This is an optimization exercise on Yosys and OpenROAD, whose aim is small area, a short achievable clock period and few clock cycles, not a production implementation.
Only simulation tests tie the RTL to the original design; equivalence was not proved.

### flow/config.mk
export PLATFORM = sky130hd
export DESIGN_NAME = prf_telemetry_mux
export DESIGN_NICKNAME = prf_telemetry_mux
export VERILOG_FILES = /design/flow/design.v
export SDC_FILE = /design/flow/constraint.sdc
export NUM_CORES = 4
export LEC_CHECK = 0
export CAP_MARGIN = 20
export CORE_MARGIN = 2
export CORE_UTILIZATION = 40
export SETUP_SLACK_MARGIN = 5
export SLEW_MARGIN = 20
### flow/constraint.sdc
create_clock -name core_clock -period 10.0 [get_ports {clk}]
set_input_delay 2.0000 -clock core_clock [delete_from_list [all_inputs] [get_ports {clk}]]
set_output_delay 2.0000 -clock core_clock [all_outputs]
set_load 0.01 [all_outputs]
### flow/design.v
module prf_crc_word (
    input  wire [31:0] crc_in,
    input  wire [31:0] data,
    output reg  [31:0] crc_out
);
    localparam [31:0] POLY = 32'h04C11DB7;
    integer i;
    always @(*) begin
        crc_out = crc_in ^ data;
        for (i = 0; i < 32; i = i + 1) begin
            if (crc_out[31])
                crc_out = {crc_out[30:0], 1'b0} ^ POLY;
            else
                crc_out = {crc_out[30:0], 1'b0};
        end
    end
endmodule
module prf_telemetry_mux (
    input  wire         clk,
    input  wire         rst,
    input  wire [7:0]   tick,           
    input  wire         load_valid,     
    input  wire [2:0]   load_kind,
    input  wire [31:0]  load_value,
    input  wire         req_valid,
    output reg          req_ready,
    input  wire [7:0]   req_mask,
    input  wire [143:0] req_payload,    
    output reg          out_valid,
    input  wire         out_ready,
    output reg  [31:0]  out_data,
    output reg  [2:0]   out_nbytes,
    output reg          out_last
);
    function [3:0] f_size(input [2:0] k);
        case (k)
            3'd0: f_size = 4'd12;  3'd1: f_size = 4'd11;
            3'd2: f_size = 4'd14;  3'd3: f_size = 4'd13;
            3'd4: f_size = 4'd11;  3'd5: f_size = 4'd10;
            3'd6: f_size = 4'd10;  default: f_size = 4'd9;
        endcase
    endfunction
    function [7:0] f_kbit(input [2:0] k);
        case (k)
            3'd0: f_kbit = 8'd6;  3'd1: f_kbit = 8'd2;
            3'd2: f_kbit = 8'd5;  3'd3: f_kbit = 8'd1;
            3'd4: f_kbit = 8'd7;  3'd5: f_kbit = 8'd3;
            3'd6: f_kbit = 8'd4;  default: f_kbit = 8'd0;
        endcase
    endfunction
    function [1:0] f_nwl(input [2:0] k);    
        case (k)
            3'd2:    f_nwl = 2'd2;
            3'd7:    f_nwl = 2'd0;
            default: f_nwl = 2'd1;
        endcase
    endfunction
    function [31:0] f_init(input [2:0] k);
        case (k)
            3'd0: f_init = 32'hF9FFFFFF;  3'd1: f_init = 32'h9BF3A90F;
            3'd2: f_init = 32'h09B93D59;  3'd3: f_init = 32'h4AC9A203;
            3'd4: f_init = 32'h9BF6A90F;  3'd5: f_init = 32'h09B93B59;
            3'd6: f_init = 32'h09B93C59;  default: f_init = 32'h4E08BFB4;
        endcase
    endfunction
    function [2:0] f_first(input [7:0] m);
        casez (m)
            8'b???????1: f_first = 3'd0;
            8'b??????10: f_first = 3'd1;
            8'b?????100: f_first = 3'd2;
            8'b????1000: f_first = 3'd3;
            8'b???10000: f_first = 3'd4;
            8'b??100000: f_first = 3'd5;
            8'b?1000000: f_first = 3'd6;
            default:     f_first = 3'd7;
        endcase
    endfunction
    function [7:0] f_above(input [2:0] k);    
        f_above = 8'hFE << k;
    endfunction
    reg [31:0] cnt [0:7];
    integer k;
    always @(posedge clk) begin
        if (rst) begin
            for (k = 0; k < 8; k = k + 1) cnt[k] <= 32'd0;
        end else begin
            for (k = 0; k < 8; k = k + 1) begin
                if (load_valid && load_kind == k)
                    cnt[k] <= load_value;
                else if (tick[k])
                    cnt[k] <= cnt[k] + 32'd1;
            end
        end
    end
    reg [255:0] scnt;         
    reg [143:0] spay;
    reg [7:0]   smask;        
    wire [7:0] rmask = {req_mask[0], req_mask[4], req_mask[3], req_mask[7],
                        req_mask[1], req_mask[5], req_mask[2], req_mask[6]};
    reg        g_act;         
    reg        g_hold;        
    reg        g_tail;        
    reg [2:0]  gk;            
    reg [3:0]  gp;            
    reg        e_act;         
    reg [2:0]  ek;
    reg [1:0]  ew;
    reg [31:0] crc_s;
    reg        h_val;         
    reg [31:0] crc_h;
    wire [7:0]  ek1  = 8'd1 << ek;
    wire        ew0  = (ew == 2'd0);
    wire        ew1  = (ew == 2'd1);
    wire        ew2  = ew[1];
    wire [31:0] e_word =
          ({32{ek1[0] & ew0}} & {8'h00, scnt[7:0], scnt[15:8], scnt[23:16]})
        | ({32{ek1[0] & ew1}} & {scnt[31:24], spay[7:0], spay[15:8], spay[23:16]})
        | ({32{ek1[1] & ew0}} & {16'h0000, scnt[39:32], scnt[47:40]})
        | ({32{ek1[1] & ew1}} & {scnt[55:48], scnt[63:56], spay[31:24], spay[39:32]})
        | ({32{ek1[2] & ew0}} & {24'h000000, scnt[71:64]})
        | ({32{ek1[2] & ew1}} & {scnt[79:72], scnt[87:80], scnt[95:88], spay[47:40]})
        | ({32{ek1[2] & ew2}} & {spay[55:48], spay[63:56], spay[71:64], spay[79:72]})
        | ({32{ek1[3] & ew0}} & {scnt[103:96], scnt[111:104], scnt[119:112], scnt[127:120]})
        | ({32{ek1[3] & ew1}} & {spay[87:80], spay[95:88], spay[103:96], spay[111:104]})
        | ({32{ek1[4] & ew0}} & {16'h0000, scnt[135:128], scnt[143:136]})
        | ({32{ek1[4] & ew1}} & {scnt[151:144], scnt[159:152], spay[119:112], spay[127:120]})
        | ({32{ek1[5] & ew0}} & {24'h000000, scnt[167:160]})
        | ({32{ek1[5] & ew1}} & {scnt[175:168], scnt[183:176], scnt[191:184], spay[135:128]})
        | ({32{ek1[6] & ew0}} & {24'h000000, scnt[199:192]})
        | ({32{ek1[6] & ew1}} & {scnt[207:200], scnt[215:208], scnt[223:216], spay[143:136]})
        | ({32{ek1[7] & ew0}} & {scnt[231:224], scnt[239:232], scnt[247:240], scnt[255:248]});
    wire [31:0] e_base = (ew == 2'd0) ? f_init(ek) : crc_s;
    wire [31:0] crc_next;
    prf_crc_word u_crc (.crc_in(e_base), .data(e_word), .crc_out(crc_next));
    wire        e_wlast = (ew == f_nwl(ek));
    wire [7:0]  e_rest  = smask & f_above(ek);
    wire [3:0]  g_size  = f_size(gk);
    wire [3:0]  g_szm1  = g_size - 4'd1;
    wire [7:0]  g_rest  = smask & f_above(gk);
    wire        g_more  = |g_rest;
    wire [2:0]  nk      = f_first(g_rest);
    wire [4:0]  g_nxt   = {1'b0, gp} + 5'd4;
    wire        g_inrec = (g_nxt <= {1'b0, g_szm1});          
    wire        g_end   = !g_tail && (gp == g_szm1);          
    wire        g_last  = g_tail || g_hold || (g_end && !g_more);
    wire        g_prev  = (gp < 4'd3);                         
    wire        g_crcfin = g_prev || g_end;                    
    wire        g_crcany = g_prev || (!g_tail && (gp >= g_size - 4'd4));
    wire        g_ok    = !g_crcany || h_val;
    wire [7:0]  gk1     = 8'd1 << gk;
    wire [31:0] g_cnt   = ({32{gk1[0]}} & scnt[31:0])    | ({32{gk1[1]}} & scnt[63:32])
                        | ({32{gk1[2]}} & scnt[95:64])   | ({32{gk1[3]}} & scnt[127:96])
                        | ({32{gk1[4]}} & scnt[159:128]) | ({32{gk1[5]}} & scnt[191:160])
                        | ({32{gk1[6]}} & scnt[223:192]) | ({32{gk1[7]}} & scnt[255:224]);
    reg  [135:0] w;
    always @(*) begin
        w = 136'd0;
        w[63:0] = {g_cnt, f_kbit(gk), crc_h[31:8]};
        case (gk)
            3'd0: w[135:64] = {16'd0, crc_h, spay[23:0]};
            3'd1: w[135:64] = {24'd0, crc_h, spay[39:24]};
            3'd2: w[135:64] = {crc_h, spay[79:40]};
            3'd3: w[135:64] = {8'd0, crc_h, spay[111:80]};
            3'd4: w[135:64] = {24'd0, crc_h, spay[127:112]};
            3'd5: w[135:64] = {32'd0, crc_h, spay[135:128]};
            3'd6: w[135:64] = {32'd0, crc_h, spay[143:136]};
            default: w[135:64] = {40'd0, crc_h};
        endcase
    end
    wire [87:0] fs1 = gp[3] ? {24'd0, w[135:64]} : w[87:0];
    wire [55:0] fs2 = gp[2] ? fs1[87:32] : fs1[55:0];
    wire [39:0] fs3 = gp[1] ? fs2[55:16] : fs2[39:0];
    wire [31:0] g_data = gp[0] ? fs3[39:8] : fs3[31:0];
    wire [2:0]  g_nbytes = g_tail ? (3'd3 - gp[2:0]) : 3'd4;
    wire advance = !out_valid || out_ready;
    wire gadv    = advance && g_act && g_ok;       
    wire take    = req_valid && req_ready;
    wire h_rel   = gadv && g_crcfin;               
    wire e_done  = e_act && e_wlast && (!h_val || h_rel);
    wire e_step  = e_act && !e_wlast;
    wire [2:0] r_first = f_first(rmask);
    wire [2:0] s_first = f_first(smask);
    reg        g_act_n, g_hold_n, g_tail_n, e_act_n, h_val_n;
    reg [2:0]  gk_n, ek_n;
    reg [3:0]  gp_n;
    reg [1:0]  ew_n;
    reg [7:0]  smask_n;
    always @(*) begin
        g_act_n  = g_act;
        g_hold_n = g_hold;
        g_tail_n = g_tail;
        gk_n     = gk;
        gp_n     = gp;
        smask_n  = take ? rmask : smask;
        if (gadv) begin
            if (g_last) begin
                if (g_hold) begin
                    g_hold_n = 1'b0;
                    g_tail_n = (smask == 8'd0);
                    gk_n     = s_first;
                    gp_n     = 4'd3;
                end else if (take) begin
                    g_tail_n = (rmask == 8'd0);
                    gk_n     = r_first;
                    gp_n     = 4'd3;
                end else
                    g_act_n  = 1'b0;
            end else if (g_inrec)
                gp_n = g_nxt[3:0];
            else begin
                gp_n = g_nxt[3:0] - g_size;
                if (g_more)
                    gk_n = nk;
                else
                    g_tail_n = 1'b1;
            end
        end else if (take) begin
            if (g_act)
                g_hold_n = 1'b1;
            else begin
                g_act_n  = 1'b1;
                g_tail_n = (rmask == 8'd0);
                gk_n     = r_first;
                gp_n     = 4'd3;
            end
        end
        e_act_n = e_act;
        ek_n    = ek;
        ew_n    = ew;
        if (take) begin
            e_act_n = (rmask != 8'd0);
            ek_n    = r_first;
            ew_n    = 2'd0;
        end else if (e_done) begin
            e_act_n = |e_rest;
            ek_n    = f_first(e_rest);
            ew_n    = 2'd0;
        end else if (e_step)
            ew_n = ew + 2'd1;
        if (e_done)
            h_val_n = 1'b1;
        else if (h_rel)
            h_val_n = 1'b0;
        else
            h_val_n = h_val;
    end
    wire g_last1 = g_inrec ? ((g_nxt[3:0] == g_szm1) && !g_more) : !g_more;   
    wire e_end   = e_act && e_wlast && !(|e_rest);     
    wire e_busy  = e_act && !(e_end && (!h_val || h_rel));
    reg  rdy_n;
    always @(*) begin
        if (take)
            rdy_n = (rmask == 8'd0) && (!g_act || gadv);
        else if (g_hold)
            rdy_n = gadv && (smask == 8'd0);
        else if (!g_act)
            rdy_n = 1'b1;
        else if (gadv)
            rdy_n = g_last || (g_last1 && !e_busy);
        else
            rdy_n = g_last && !e_busy;
    end
    always @(posedge clk) begin
        if (req_ready) begin
            for (k = 0; k < 8; k = k + 1)
                scnt[32*k +: 32] <= cnt[k];
            spay <= req_payload;
        end
        smask <= smask_n;
        gk    <= gk_n;
        gp    <= gp_n;
        g_tail <= g_tail_n;
        ek    <= ek_n;
        ew    <= ew_n;
        if (e_step)
            crc_s <= crc_next;
        if (e_done)
            crc_h <= crc_next;
        if (advance) begin
            out_data   <= g_data;
            out_nbytes <= g_nbytes;
            out_last   <= g_last;
        end
    end
    always @(posedge clk) begin
        if (rst) begin
            g_act     <= 1'b0;
            g_hold    <= 1'b0;
            e_act     <= 1'b0;
            h_val     <= 1'b0;
            out_valid <= 1'b0;
            req_ready <= 1'b0;
        end else begin
            g_act     <= g_act_n;
            g_hold    <= g_hold_n;
            e_act     <= e_act_n;
            h_val     <= h_val_n;
            req_ready <= rdy_n;
            if (advance)
                out_valid <= g_act && g_ok;
        end
    end
endmodule
### flow/run.sh
#!/bin/bash
# synth_recipe.tcl (not shown) runs the flow's synth.tcl, then flattens the netlist and writes it again
# the make line also repeats each setting of config.mk as NAME=value (left out here)
make -C /OpenROAD-flow-scripts/flow DESIGN_CONFIG=/design/flow/config.mk WORK_HOME=/design/flow/orfs CLKGATE_MAP_FILE= SYNTH_SCRIPT=/design/flow/synth_recipe.tcl finish
==> summary.txt, run 1 <==
Final hold vios: 0
Most frequent cell on the critical path: xnor2_1
Vias in the first global route: 33.58k
Commonest non-fill, non-tap cell in the layout: edfxtp_1
CP Class: reg -> reg
Hold path start: cnt[0][31]
RSZ-0062 raised after global routing: true
Max stage delay on crit path: 0.55 ns
Gr usage total: 36.51%
Hold_ws: 0.4363 ns
Die W: 334.0 um
RR Endpoint: crc_h[12]
Final net count: 4552
Drt total wl: 210.0 mm
# port buffers: 237
Post-synthesis sequential area ratio: 47.92%
DRC Markers: 0
Max_slew headroom: 13.64%
Worst EP arrival: 5.56 ns
CTS tree: yes
Filler cell count: 9919
Clock Tree Buf Depth: 3
Largest net degree at the start of global routing: 141
PnR worst setup slack: 4.870 ns
First-pass GRT wire length: 281.8 mm
Crit. End Element: flip-flop
CP delay by family, top: XOR/XNOR gates
Hold crit path type: reg -> reg
CP Capture Point: crc_h[12]
Worst skew pair latency: 0.71 ns
Setup TNS: 0 ns
Clk_skew: 0.05810 ns
Crit-path cells: buf_4 -> buf_12 -> mux2i_2 -> o32ai_1 -> a221o_1 -> a211oi_2 -> xnor2_1 -> xnor2_1 -> xnor2_1 -> xnor3_2 -> xnor3_2 -> buf_4 -> xnor3_1 -> xor2_1
Ratio of cells with drive above 1 in the final layout: 15.57%
Routed WL per cell: 36.08 um
Hpwl dp: 157.6 mm
Most common flop cell mapped by yosys: edfxtp_1
Die Y: 334.0 um
Distinct cells, synth: 91
Syn nets: 4310
Crit Path Max Fanout: 11
Setup crit start kind: flip-flop
Asr flop ratio synth: 0%
Worst R2R Start: ek[2]
Synth Cell Area: 0.04355 mm2
Grt ovf: 0
Max-slew violation count: 0
CTS Buf Count: 85
Tcrit/Tclk final: 51.30%
Layout Utilization: 48.55%
Pre-CTS WS: 3.279 ns
Iter 0 DRT Violations: 4530
Row cnt: 121
CTS root buf: clkbuf_16
Hold path depth: 0
DR vias: 36.63k
Via/cell ratio: 6.294
Slew @ Worst Pin: 1.288 ns
Crit path depth: 14
Detail Route Antenna Nets: 0
EDFF count, synth: 519
Min Tclk post-route: 5.130 ns
Worst-path clk slew: 0.06 ns
Status: timing/DRC/antenna clean
DRT Pass-1 Iters: 6
Worst Path Required: 10.43 ns
Number of H-tree levels: 3
# IOs: 238
Commonest non-fill, non-tap cells in the layout: edfxtp_1, nor2_1, nand2_1, dfxtp_1, a211oi_1
Slowest-stage cell, CP: xnor3_2
Syn_area_per_cell: 10.66 um2
Initial Util: 40.18%
Max-Cap Viols: 0
Yosys Warn Count: 3
FF-to-FF setup slack: 4.87 ns
Synthesized instance count: 4085
Hold Buf Count CTS: 0
Fmax: 194.9 MHz
Area growth syn-to-layout: 20.85%
Final Wtd Congestion: 1.052
Worst setup startpoint: ek[2]
Initial antenna violation count: 19
Worst r2r path cells: 14
Flop and latch count out of synthesis: 783
Buf+Inv Stages, Crit Path: 3
CTS sink count: 783
Die ar.: 0.1115 mm2
# setup viols final: 0
Core Region: 0.1084 mm2
stage by stage:
step           cell area [um2]  cells
2_1_floorplan            43550   4085
3_3_place_gp             47070   5496
3_5_place_dp             47080   5496
4_1_cts                  51580   5738
5_1_grt                  52620   5814
6_report                 52630   5819
kinds of logic after synthesis:
| kind of cell | count (synthesis) | share of synthesized area (%) |
|---|---|---|
| AOI/OAI and AO/OA | 1010 | 16.10 |
| and+or+nand+nor | 1156 | 12.22 |
| adders and majority gates | 25 | 0.7355 |
| xor gates and xnor gates | 480 | 12.10 |
| DFF | 783 | 47.92 |
| buffers and inverters | 369 | 3.499 |
| muxes | 262 | 7.430 |
worst min path at each step:
stage	endpoint
final	scnt[31]
after global routing	scnt[31]
after floorplan	scnt[191]
after detailed placement	scnt[31]
after CTS	scnt[31]
after global placement	scnt[31]
metal layers:
metal	up-vias	global-route usage [%]	wire, um
li1	15850	-	-
met1	18120	48.04	83280
met2	2084	56.50	92480
met3	547	7.671	19910
met4	24	19.44	14150
met5	-	0	138
synthesized netlist by cell type (all sizes together) (44+ instances only):
cell	count	area (um2)
a211oi	248	1867
a21oi	187	935.9
a221oi	55	481.7
a22oi	77	578.1
and3	63	394.1
buf	64	347.8
clkbuf	256	992.2
dfxtp	264	5285
edfxtp	519	15580
inv	48	180.2
mux2	67	758.2
mux2i	153	1531
nand2	269	1010
nand3	105	525.5
nand4	47	294.0
nor2	479	1798
o21ai	160	800.8
o22ai	44	275.3
xnor2	202	1893
xnor3	51	1159
xor2	216	1952
sequential cells by signal, summed over array words and instances, names as in the netlist:
register,count
g_act,1
req_ready,1
g_tail,1
out_valid,1
out_data,32
out_last,1
crc_s,32
crc_h,32
h_val,1
smask,8
cnt,256
spay,144
out_nbytes,3
ek,3
scnt,256
gk,3
ew,2
g_hold,1
gp,4
e_act,1
final cells by class:
class                   count  area (um2)  share of cell area [%]
flip-flops and latches    783       20880                   39.68
diodes                      5       12.51                 0.02377
clock inverters            47       578.1                   1.098
inverters                  49       188.9                  0.3590
clock buffers             113        2333                   4.434
multi-input cells        2933       22180                   42.15
well taps                1414        1769                   3.362
repair buffers            475        4684                   8.901
repair_timing:
item | in CTS | in global routing
pin swaps | 56 | 53
resized for setup | 151 | 74
buffers inserted | 74 | 70
setup endpoints to repair | 64 | 49
gates cloned | 8 | 6
hold endpoints to repair | 0 | 0
Testbench counts, summed over its fixed seeds: cycles 32,698.
==> inputs of run 2 (changes only) <==
--- a/flow/design.v
+++ b/flow/design.v
@@ -110,3 +110,8 @@
     reg [31:0] crc_h;
-    wire [7:0]  ek1  = 8'd1 << ek;
+    reg [7:0]  pm;            
+    reg        pv;            
+    wire [2:0]  pk   = f_first(pm);
+    wire [7:0]  pk1  = 8'd1 << pk;
+    wire        spec = req_ready && pv && (pk1[1] || pk1[2] || pk1[4] || pk1[5] || pk1[6]);
+    wire [7:0]  ek1  = e_act ? (8'd1 << ek) : 8'd0;
     wire        ew0  = (ew == 2'd0);
@@ -130,4 +135,9 @@
         | ({32{ek1[6] & ew1}} & {scnt[207:200], scnt[215:208], scnt[223:216], spay[143:136]})
-        | ({32{ek1[7] & ew0}} & {scnt[231:224], scnt[239:232], scnt[247:240], scnt[255:248]});
-    wire [31:0] e_base = (ew == 2'd0) ? f_init(ek) : crc_s;
+        | ({32{ek1[7] & ew0}} & {scnt[231:224], scnt[239:232], scnt[247:240], scnt[255:248]})
+        | ({32{spec & pk1[1]}} & {16'h0000, cnt[1][7:0], cnt[1][15:8]})
+        | ({32{spec & pk1[2]}} & {24'h000000, cnt[2][7:0]})
+        | ({32{spec & pk1[4]}} & {16'h0000, cnt[4][7:0], cnt[4][15:8]})
+        | ({32{spec & pk1[5]}} & {24'h000000, cnt[5][7:0]})
+        | ({32{spec & pk1[6]}} & {24'h000000, cnt[6][7:0]});
+    wire [31:0] e_base = spec ? f_init(pk) : (ew0 ? f_init(ek) : crc_s);
     wire [31:0] crc_next;
@@ -232,3 +242,3 @@
             ek_n    = r_first;
-            ew_n    = 2'd0;
+            ew_n    = {1'b0, spec};
         end else if (e_done) begin
@@ -274,4 +284,6 @@
         ew    <= ew_n;
-        if (e_step)
+        if (e_step || (take && spec))
             crc_s <= crc_next;
+        pm <= rmask;
+        pv <= req_valid && !take && !rst;
         if (e_done)
--- a/flow/config.mk
+++ b/flow/config.mk
@@ -10,3 +10,6 @@
 export CORE_UTILIZATION = 40
+export CTS_CLUSTER_DIAMETER = 100
+export CTS_CLUSTER_SIZE = 30
 export SETUP_SLACK_MARGIN = 5
 export SLEW_MARGIN = 20
+export SYNTH_HIERARCHICAL = 1
==> run 2 against run 1 <==
Via count grew 5.2%. Wire length is 6.5% higher. Clock skew fell by 0.019 ns. Final cell count grew 0.79%. Fmax down 0.41%. Sequential share of layout area rose by 0.43 points. Register-to-register slack got worse by 0.02 ns. Still clean. Global-route usage increased by 1.3 points.
==> summary.txt, run 2 <==
CTS root buf: clkbuf_16
Initial Util: 40.16% (about the same)
Core Region: 0.1104 mm2 (+1.8%)
RR Endpoint: crc_s[13]
Synth Cell Area: 0.04433 mm2 (+1.8%)
Via/cell ratio: 6.569 (+4.4%)
Slew @ Worst Pin: 1.186 ns (-0.1015 ns)
Worst R2R Start: ew[0]
Crit. End Element: flip-flop
Flop and latch count out of synthesis: 791 (+1.0%)
Hold path depth: 0 (unchanged)
Final net count: 4564 (+0.26%)
Number of H-tree levels: 2 (-1)
Row cnt: 122 (+0.83%)
Commonest cells in the netlist: edfxtp_1, nor2_1, dfxtp_1
Asr flop ratio synth: 0% (unchanged)
Worst setup startpoint: ew[0]
Gr usage total: 37.79% (+1.3 points)
CTS tree: yes
Hpwl dp: 167.3 mm (+6.2%)
DR WL met2: 95.05 mm (+2.8%)
Yosys Warn Count: 9 (+6)
Grt ovf: 0 (unchanged)
# IOs: 238 (unchanged)
Clk_skew: 0.03900 ns (-0.01910 ns)
Max-slew violation count: 0 (unchanged)
Hold Buf Count CTS: 0 (unchanged)
Ranking of synthesized cells by area: edfxtp_1, dfxtp_1, a211oi_1, nor2_1, xnor2_1
Tcrit/Tclk final: 51.51% (+0.21 points)
Worst Path Required: 10.41 ns (-0.02 ns)
Filler cell count: 10.13k (+2.1%)
# setup viols final: 0 (unchanged)
Die W: 336.9 um (+0.88%)
Setup crit start kind: flip-flop
Post-synth top area share: 35.23% (-0.56 points)
# port buffers: 237 (unchanged)
Crit Path Max Fanout: 7 (-4)
Commonest non-fill, non-tap cell in the layout: edfxtp_1
Worst r2r path cells: 17 (+3)
FF-to-FF setup slack: 4.85 ns (-0.02 ns)
Ratio of cells with drive above 1 in the final layout: 14.98% (-0.59 points)
Worst EP arrival: 5.56 ns (about the same)
Initial antenna violation count: 22 (+3)
Distinct cells, synth: 101 (+11%)
Max-Cap Viols: 0 (unchanged)
Fmax: 194.1 MHz (-0.41%)
Crit-path cells: inv_2 -> ha_4 -> buf_12 -> nand2_8 -> nor2_4 -> buf_12 -> buf_12 -> a222oi_1 -> nand3_2 -> xnor2_2 -> xnor3_2 -> buf_12 -> xor2_4 -> xnor3_2 -> xor2_4 -> xnor3_1 -> xnor3_1
Clock Tree Buf Depth: 3 (unchanged)
Biggest regs: cnt x256, scnt x256, spay x144
Max stage delay on crit path: 0.67 ns (+0.12 ns)
Largest net degree at the start of global routing: 122 (-13%)
Detail Route Antenna Nets: 0 (unchanged)
Drt total wl: 223.5 mm (+6.5%)
Slowest-stage cell, CP: a222oi_1
DRT Pass-1 Iters: 7 (+1)
Vias in the first global route: 34.22k (+1.9%)
Setup TNS: 0 ns (unchanged)
Routed WL per cell: 38.11 um (+5.6%)
Most common flop cell mapped by yosys: edfxtp_1
Hold crit path type: reg -> reg
Worst-path clk slew: 0.12 ns (+0.06 ns)
First-pass GRT wire length: 293.3 mm (+4.1%)
DRC Markers: 0 (unchanged)
Worst skew pair latency: 0.69 ns (-0.02 ns)
Multi-input gate area: 0.02302 mm2 (+3.8%)
Die Y: 336.9 um (+0.88%)
Most frequent cell on the critical path: buf_12
RSZ-0062 raised after global routing: true
CTS sink count: 791 (+1.0%)
Area growth syn-to-layout: 18.39%
Die ar.: 0.1135 mm2 (+1.8%)
DR vias: 38.53k (+5.2%)
Min Tclk post-route: 5.151 ns (+0.02112 ns)
Status: timing/DRC/antenna clean
Post-Route M1 WL: 85.72 mm (+2.9%)
Met3 wire len: 24.01 mm (+21%)
CP Class: reg -> reg
Post-synthesis sequential area ratio: 47.47% (-0.45 points)
Hold path start: cnt[7][22]
Dominant cell by count in the synthesized netlist: edfxtp_1
Sequential cell area: 0.02105 mm2 (+0.79%)
Syn nets: 4310 (unchanged)
EDFF count, synth: 520 (+0.19%)
Commonest non-fill, non-tap cells in the layout: edfxtp_1, nor2_1, dfxtp_1, a211oi_1, clkdlybuf4s50_1
Hold_ws: 0.4590 ns (+0.02264 ns)
CTS Buf Count: 36 (-58%)
Iter 0 DRT Violations: 6032 (+33%)
Final Wtd Congestion: 1.051 (-0.14%)
Final hold vios: 0 (unchanged)
Endpoint, Worst Hold: scnt[246]
Uppermost layer routed: met5
Syn_area_per_cell: 10.85 um2 (+1.8%)
Cell taking the most area after synthesis: edfxtp_1
Synthesized instance count: 4085 (unchanged)
Max_slew headroom: 18.67% (+5.0 points)
[run 2: cell count changes after synthesis, moves of 31 or more]
| cell | change |
|---|---|
| a21oi_1 | -91 |
| a22oi_1 | +82 |
| mux2i_1 | -52 |
| clkbuf_1 | -50 |
| o21ai_0 | -46 |
| nand4_1 | +43 |
| a22o_1 | +39 |
| xor2_1 | -39 |
| nand2_1 | -31 |
[run 2: layout make-up]
class                      count  area share, %
clock buffer                  52          1.912
antenna                       12        0.05722
multi-input combinational   2932          43.86
clock inverter                12         0.3696
tap                         1488          3.548
inverter                      56         0.4053
sequential                   791          40.11
timing repair buffer         522          9.742
[run 2: cell families after synthesis]
logic type                 Yosys count  synth area share, %
and+or+nand+nor                   1183                12.61
AOI/OAI and AO/OA                 1059                17.78
muxes                              191                5.101
DFF                                791                47.47
adders and majority gates           27               0.7678
xor gates and xnor gates           471                12.57
buffers and inverters              363                3.703
[run 2: worst max-delay path: cells and delay by family (launching register included)]
| family | cells | cell delay (ns) |
|---|---|---|
| xor+xnor | 7 | 2.30 |
| compound gates | 1 | 0.67 |
| simple gates | 3 | 0.54 |
| buf+inv | 5 | 0.68 |
| flops | 1 | 0.49 |
| fa+ha+maj | 1 | 0.18 |
[run 2: how the worst max path moves through the flow]
stage / slack (ns) / cells after the start / end
2_1_floorplan: 3.01 / 14 / crc_h[13]
3_3_place_gp: 3.73 / 14 / crc_h[8]
3_5_place_dp: 3.63 / 15 / crc_h[11]
4_1_cts: 4.98 / 16 / crc_h[11]
5_1_grt: 4.85 / 17 / crc_s[13]
6_report: 4.85 / 17 / crc_s[13]
[run 2: per-layer routing]
metal | GRT usage [%] | vias up
met5 | 0 | -
met4 | 24.22 | 14
met3 | 9.306 | 682
met2 | 56.64 | 2675
met1 | 48.72 | 19060
li1 | - | 16090
[run 2: per-stage QoR]
step	setup slack, ns	utilization, %	area [um2]	instances
final	4.849	47.55	52480	5865
after CTS	4.976	45.87	50630	5733
after floorplan	3.013	-	44750	4085
after global placement	3.731	43.78	48310	5594
after global routing	4.849	47.53	52450	5854
after detailed placement	3.628	43.80	48340	5595
[run 2: timing repair]
item,CTS,global route
setup endpoints to repair,64,50
buffers inserted,73,110
pin swaps,45,81
cloned,1,9
gates resized for setup,95,105
[run 2: Yosys stat by module, one instance, submodules excluded]
module             area (um2)  times used  flip-flops and latches  cells
prf_telemetry_mux       40650           1                     791   3830
prf_crc_word             3672           1                       0    255
Testbench counts of run 2, summed over its fixed seeds: cycles 31,956.
==> inputs of run 3 (changes only) <==
--- a/flow/config.mk
+++ b/flow/config.mk
@@ -10,4 +10,2 @@
 export CORE_UTILIZATION = 40
-export CTS_CLUSTER_DIAMETER = 100
-export CTS_CLUSTER_SIZE = 30
 export SETUP_SLACK_MARGIN = 5
==> run 3 against run 2 <==
Register-to-register slack lost 0.07 ns. Worst setup slack lost 0.071 ns. Non-clock buffer count grew 11. Utilization grew 1.6 points. Synthesized cell count is the same. Final cell count grew 1.8%. Global-route usage grew 0.46 points. Synthesized area is the same. Critical path type unchanged.
==> summary.txt, run 3 <==
Status: timing/DRC/antenna clean
Met3 Use GR: 9.340% (+0.035 points)
First-pass GRT wire length: 297.0 mm (+1.3%)
Grt ovf: 0 (unchanged)
Area growth syn-to-layout: 22.31%
Worst setup startpoint: req_ready
Routed WL per cell: 37.73 um (-0.98%)
CTS tree: yes
Global routing's busiest layer: met2
Final hold vios: 0 (unchanged)
Clock Tree Buf Depth: 3 (unchanged)
Hold crit path type: reg -> reg
Worst skew pair latency: 0.72 ns (+0.03 ns)
Min Tclk post-route: 5.222 ns (+0.07113 ns)
Hpwl dp: 167.3 mm (unchanged)
Drt total wl: 225.4 mm (+0.83%)
Most common flop cell mapped by yosys: edfxtp_1
Synth Area in Simple Gates: 12.61% (unchanged)
Post-synth top area share: 35.23% (unchanged)
Setup crit start kind: flip-flop
DR vias: 39.24k (+1.8%)
Distinct cells, synth: 101 (unchanged)
Crit Path Max Fanout: 16 (+9)
Initial antenna violation count: 20 (-9.1%)
Slowest-stage cell, CP: a32oi_1
Clk_skew: 0.04782 ns (+0.008820 ns)
Met1 Usage GRT: 49.23% (+0.50 points)
Met2 Track Usage GR: 57.42% (+0.78 points)
CP Class: reg -> reg
Max-Cap Viols: 0 (unchanged)
Final Wtd Congestion: 1.051 (unchanged)
Die ar.: 0.1135 mm2 (unchanged)
Synth Cell Area: 0.04433 mm2 (unchanged)
Hold_ws: 0.4583 ns (-0.0007040 ns)
Row cnt: 122 (unchanged)
Worst R2R Start: req_ready
Synthesized instance count: 4085 (unchanged)
Worst EP arrival: 5.63 ns (+0.07 ns)
Post-Synth Adder-Cell Area: 0.7678% (unchanged)
# port buffers: 237 (unchanged)
DRT Pass-1 Iters: 9 (+2)
DRC Markers: 0 (unchanged)
Largest net degree at the start of global routing: 122 (unchanged)
Die W: 336.9 um (unchanged)
Detail Route Antenna Nets: 0 (unchanged)
Fmax: 191.5 MHz (-1.4%)
Setup TNS: 0 ns (unchanged)
Max-slew violation count: 0 (unchanged)
Worst r2r path cells: 11 (-6)
Ranking of synthesized cells by area: edfxtp_1, dfxtp_1, a211oi_1, nor2_1, xnor2_1
Syn_area_per_cell: 10.85 um2 (unchanged)
Asr flop ratio synth: 0% (unchanged)
Biggest regs: cnt x256, scnt x256, spay x144
# setup viols final: 0 (unchanged)
Tcrit/Tclk final: 52.22% (+0.71 points)
Yosys Warn Count: 9 (unchanged)
Iter 0 DRT Violations: 6024 (-0.13%)
EDFF count, synth: 520 (unchanged)
Final net count: 4627 (+1.4%)
Crit. End Element: flip-flop
CP delay by family, top: XOR/XNOR gates
Crit path depth: 11 (-6)
CTS Buf Count: 87 (+140%)
Main combinational cell family by area after synthesis: compound AO/OA/AOI/OAI gates
Worst-path clk slew: 0.06 ns (-0.06 ns)
Max stage delay on crit path: 1.03 ns (+0.36 ns)
Post-synthesis sequential area ratio: 47.47% (unchanged)
Compound-Gate Fraction of Synth Area: 17.78% (unchanged)
Cell taking the most area after synthesis: edfxtp_1
Commonest cells in the netlist: edfxtp_1, nor2_1, dfxtp_1
RSZ-0062 raised after global routing: true
Via/cell ratio: 6.570 (about the same)
Ratio of cells with drive above 1 in the final layout: 16.63% (+1.7 points)
Slew @ Worst Pin: 1.330 ns (+0.1443 ns)
Gr usage total: 38.25% (+0.46 points)
FF-to-FF setup slack: 4.78 ns (-0.07 ns)
CP Capture Point: crc_s[7]
Initial Util: 40.16% (unchanged)
Commonest non-fill, non-tap cell in the layout: edfxtp_1
Multiplexer share of the synthesized area: 5.101% (unchanged)
Vias in the first global route: 34.97k (+2.2%)
Number of H-tree levels: 3 (+1)
Worst Path Required: 10.41 ns (about the same)
Max_slew headroom: 11.31% (-7.4 points)
RR Endpoint: crc_s[7]
Die Y: 336.9 um (unchanged)
Dominant cell by count in the synthesized netlist: edfxtp_1
Crit-path cells: nand2_1 -> nor2_2 -> and2_1 -> buf_4 -> a32oi_1 -> nand4_1 -> xor2_1 -> xnor3_1 -> xnor3_2 -> xnor3_2 -> xnor3_1
Xor-xnor portion of the synthesized cell area: 12.57% (unchanged)
Commonest non-fill, non-tap cells in the layout: edfxtp_1, nor2_1, dfxtp_1, buf_4, a211oi_1
Syn nets: 4310 (unchanged)
Buf+Inv Stages, Crit Path: 1 (-4)
CTS root buf: clkbuf_16
Flop and latch count out of synthesis: 791 (unchanged)
Core Region: 0.1104 mm2 (unchanged)
# IOs: 238 (unchanged)
CTS sink count: 791 (unchanged)
-- run 3: worst min path at each step --
stage / start / end / cells after the start
floorplan: cnt[3][31] / scnt[127] / 0
global placement: cnt[7][31] / scnt[255] / 0
detailed placement: cnt[2][31] / scnt[95] / 0
CTS: cnt[1][25] / scnt[57] / 0
global route: cnt[2][31] / scnt[95] / 0
finish: cnt[2][31] / scnt[95] / 0
-- run 3: routing by layer --
layer / part of all wire [%] / wire length [um] / up-vias
li1: - / - / 16300
met1: 38 / 85360 / 19330
met2: 42 / 95740 / 2872
met3: 11 / 25180 / 730
met4: 8.4 / 18990 / 10
met5: 0.032 / 73 / -
-- run 3: area by class of cell --
class / instances / area [um2]
diodes: 11 / 27.53
clock buffers: 126 / 2537
clock inverters: 34 / 336.6
fillers: 10000 / 56150
inverters: 56 / 212.7
multi-input cells: 2933 / 23040
flip-flops and latches: 791 / 21050
well taps: 1488 / 1862
repair buffers: 533 / 5155
-- run 3: cells by family (layout without fill, tap and decap cells) --
group,count (synthesis),in the layout
xor+xnor,471,471
simple gates,1183,1185
fa+ha+maj,27,27
mux,191,191
flops,791,791
compound gates,1059,1059
other cells,0,11
buf+inv,363,749
-- run 3: repair_timing --
action,CTS,global route
hold buffers,0,0
buffers inserted,87,109
pin swaps,46,75
resized for setup,103,109
cloned,3,7
endpoints found under the setup margin,64,48
-- run 3: through the flow --
stage / area [um2] / utilization (%) / setup WS, ns / std cells
after detailed placement: 48340 / 43.80 / 3.628 / 5595
after global routing: 54190 / 49.10 / 4.887 / 5962
after floorplan: 44750 / - / 3.013 / 4085
after global placement: 48310 / 43.78 / 3.731 / 5594
after CTS: 52490 / 47.56 / 5.001 / 5845
final: 54210 / 49.12 / 4.778 / 5972
-- run 3: Yosys stat by module, one instance, submodules excluded --
module | cells | times used
prf_telemetry_mux | 3830 | 1
prf_crc_word | 255 | 1

-- port drivers added, routing unchanged --
No port has a modelled driver above. Below, the same layouts with a new extraction and two added sets of constraints. Step 1 sets driving cells, clkbuf_16 on the clock port and buf_2 on the other inputs (assumed; they add their load-dependent delay and slew). Step 2 also shifts input and output timing later by t, the mid clock arrival at the registers, as if the neighbouring blocks saw the same clock. Slacks: ideal ports / drivers / drivers and shift; pairs: ideal ports / drivers.
| run | t (ns) | setup slack, ns | clock arrival spread, ns | worst register clock-pin slew, ns |
|---|---|---|---|---|
| run 1 | 0.758 | 4.870 / 4.870 / 4.766 | 0.059 / 0.059 | 0.08 / 0.08 |
| run 2 | 0.736 | 4.849 / 4.849 / 4.849 | 0.046 / 0.046 | 0.12 / 0.12 |
| run 3 | 0.768 | 4.778 / 4.778 / 4.778 | 0.048 / 0.048 | 0.07 / 0.07 |
After both steps every run listed still meets setup and hold. For run 1, which loses most, drivers alone change the setup slack by 0.000 ns; drivers and shift together by -0.104 ns.
